What follows belongs to an exercise in optimizing a design on an open flow for a short achievable clock period and few clock cycles; a production flow would make more cautious choices.
In this exercise RTL edits were held to simulation tests only and were not proved equivalent to the original.

==> job 8400: inputs <==
## col216_core
module col216_core (
    input  wire        clk,
    input  wire        rst,           
    input  wire [15:0] prog_len,      
    output wire [15:0] imem_addr,
    input  wire [31:0] imem_rdata,
    output wire [17:0] dmem_addr,     
    output wire        dmem_we,
    output wire [31:0] dmem_wdata,
    input  wire [31:0] dmem_rdata,
    output wire        wb_valid,      
    output wire [4:0]  wb_rd,
    output wire [31:0] wb_data,
    output wire        halted,
    output wire        fault,
    output wire [2:0]  fault_code,
    output wire [15:0] fault_pc
);
    localparam OP_ADD  = 6'd1;
    localparam OP_SUB  = 6'd2;
    localparam OP_MUL  = 6'd3;
    localparam OP_SLT  = 6'd4;
    localparam OP_ADDI = 6'd5;
    localparam OP_LW   = 6'd6;
    localparam OP_SW   = 6'd7;
    localparam OP_BEQ  = 6'd8;
    localparam OP_BNE  = 6'd9;
    localparam OP_J    = 6'd10;
    localparam F_INVREG  = 3'd1;
    localparam F_INVLAB  = 3'd2;
    localparam F_MEMADDR = 3'd3;
    localparam F_SYNTAX  = 3'd4;
    reg [31:0] rf [1:31];             
    reg [15:0] n_r;                   
    reg        fault_r;
    reg [2:0]  fault_code_r;
    reg [15:0] fault_pc_r;
    reg        halted_r;
    reg [15:0] pc;
    reg [1:0]  bht_c [0:63];          
    reg [63:0] bht_seen;              
    reg        ir_v;
    reg [31:0] ir;
    reg [15:0] ir_pc;
    reg        ir_pred;
    reg        idex_v;
    reg [15:0] idex_pc;
    reg [31:0] idex_d1;
    reg [31:0] idex_d2;
    reg [1:0]  idex_s1;               
    reg [1:0]  idex_s2;
    reg [31:0] idex_imm;
  ...
==> flow/config.mk <==
export PLATFORM = sky130hd
export DESIGN_NAME = col216_core
export DESIGN_NICKNAME = col216_core
export VERILOG_FILES = /design/flow/design.v
export SDC_FILE = /design/flow/constraint.sdc
export NUM_CORES = 4
export LEC_CHECK = 0
export CAP_MARGIN = 20
export CORE_MARGIN = 2
export CORE_UTILIZATION = 40
export SLEW_MARGIN = 20
==> flow/constraint.sdc <==
create_clock -name core_clock -period 11.0 [get_ports {clk}]
set_input_delay 2.2000 -clock core_clock [delete_from_list [all_inputs] [get_ports {clk}]]
set_output_delay 2.2000 -clock core_clock [all_outputs]
set_load 0.01 [all_outputs]
run.sh (not shown) runs the stock make flow with config.mk's settings and CLKGATE_MAP_FILE= SYNTH_SCRIPT=/design/flow/synth_recipe.tcl, a recipe that flattens the netlist after the stock synthesis.
==> job 5258: changes against job 8400 <==
--- a/flow/design.v
+++ b/flow/design.v
@@ -54,12 +54,14 @@
     reg        idex_rw;
     reg        idex_add, idex_sub, idex_mul, idex_slt, idex_addi;
     reg        idex_lw, idex_sw, idex_beq, idex_bne;
     reg        idex_pred;
     reg [15:0] idex_alt;              
     reg        idex_df;               
+    reg [33:0] idex_klo;              
+    reg [33:0] idex_khi;              
     reg [2:0]  idex_dcode;
     reg        exmem_v;
     reg        exmem_rw;
     reg        exmem_mr;
     reg        exmem_mw;
     reg        exmem_mul;
@@ -80,16 +82,17 @@
     wire [31:0] ex_b = idex_s2[0] ? exmem_res : idex_s2[1] ? memwb_val : idex_d2;
     wire [31:0] ex_add  = ex_a + ex_b;
     wire [31:0] ex_sub  = ex_a - ex_b;
     wire        ex_slt  = $signed(ex_a) < $signed(ex_b);
     wire [31:0] ex_addi = ex_a + idex_imm;
     wire [32:0] ex_ea   = {ex_a[31], ex_a} + {idex_imm[31], idex_imm};
-    wire        ex_ea_bad = (ex_ea[1:0] != 2'b00)
-                          | ex_ea[32]
-                          | (ex_ea[31:20] != 12'd0)
-                          | (ex_ea[19:0] < {2'b00, n_r, 2'b00});
+    wire [33:0] ex_elo  = {{2{ex_a[31]}}, ex_a} + idex_klo;
+    wire [33:0] ex_ehi  = {{2{ex_a[31]}}, ex_a} + idex_khi;
+    wire        ex_ea_bad = (ex_a[1:0] != idex_imm[1:0] * 2'd3)   
+                          | ex_elo[33]                           
+                          | ~ex_ehi[33];                         
     wire        ex_fault  = idex_v & (idex_df | ((idex_lw | idex_sw) & ex_ea_bad));
     wire [2:0]  ex_fcode  = idex_df ? idex_dcode : F_MEMADDR;
     wire        ex_eq    = (ex_a == ex_b);
     wire        ex_taken = (idex_beq & ex_eq) | (idex_bne & ~ex_eq);
     wire        ex_isbr  = idex_beq | idex_bne;
     wire        redir    = idex_v & ex_isbr & (ex_taken ^ idex_pred);
@@ -264,18 +267,16 @@
             if (exmem_v & exmem_rw)
                 rf[exmem_dest] <= mem_val;
             memwb_v    <= exmem_v;
             memwb_rw   <= exmem_rw;
             memwb_dest <= exmem_dest;
             memwb_val  <= mem_val;
-            if (ex_fault) begin
-                fault_r      <= 1'b1;
-                fault_code_r <= ex_fcode;
-                fault_pc_r   <= idex_pc;
-            end
-            exmem_v    <= idex_v & ~ex_fault;
+            fault_r      <= ex_fault;
+            fault_code_r <= ex_fcode;
+            fault_pc_r   <= idex_pc;
+            exmem_v    <= idex_v;
             exmem_rw   <= idex_rw;
             exmem_mr   <= idex_lw;
             exmem_mw   <= idex_sw;
             exmem_mul  <= idex_mul;
             exmem_dest <= idex_dest;
             exmem_res  <= ex_res;
@@ -307,12 +308,14 @@
             idex_sw    <= d_sw;
             idex_beq   <= d_beq;
             idex_bne   <= d_bne;
             idex_pred  <= ir_pred;
             idex_alt   <= ir_pred ? ir_pc1 : ir[15:0];
             idex_df    <= d_df;
+            idex_klo   <= {{18{ir[15]}}, ir[15:0]} - {16'd0, n_r, 2'b00};
+            idex_khi   <= {{18{ir[15]}}, ir[15:0]} - 34'h100000;
             idex_dcode <= d_dcode;
             if (redir) begin
                 ir_v <= 1'b0;
                 pc   <= idex_alt;
             end else if (!stall) begin
                 ir_v    <= f_ok;
- ABC_CLOCK_PERIOD_IN_PS: not set -> 4000
- SETUP_SLACK_MARGIN: not set -> 5
- TNS_END_PERCENT: not set -> 100
==> summary of the runs <==
- Of job 5258 and job 8400, job 5258 has the higher utilization (gap 0.33 points).
- In job 8400 the wire length is lower than in job 5258, by about 11%.
- In job 8400 the maximum frequency is lower than in job 5258, by about 15%.
- Final area: job 5258 is higher than job 8400 (about 2%).
- In job 5258 the synthesized cell count is larger than in job 8400, by about 1.7%.
Testbench counts of job 8400, summed over its fixed seeds: cycles 102,758.
Testbench counts of job 5258, summed over its fixed seeds: cycles 102,758.

## what the ideal ports hide
Ports are ideal in the flow. The routed layouts listed here were re-timed in OpenROAD.
Step 1 assumes that a clkbuf_16 drives the clock port and a buf_2 every other input.
Step 2, shift: input delay + t, output delay - t, t = (earliest + latest rising clock arrival at the registers) / 2. This alone moves slack from input paths to output paths.
Three values: ideal, step 1, step 2; two values: the first two.
run | t (ns) | slack for setup (ns) | worst data-port slew with drivers (ns)
job 8400 | 0.933 | 4.071 / 4.071 / 3.504 | 0.16
job 5258 | 0.935 | 5.103 / 5.103 / 4.658 | 0.15
After both steps every run listed still meets setup and hold. For job 8400, which loses most, drivers alone change the setup slack by 0.000 ns; drivers and shift together by -0.567 ns.
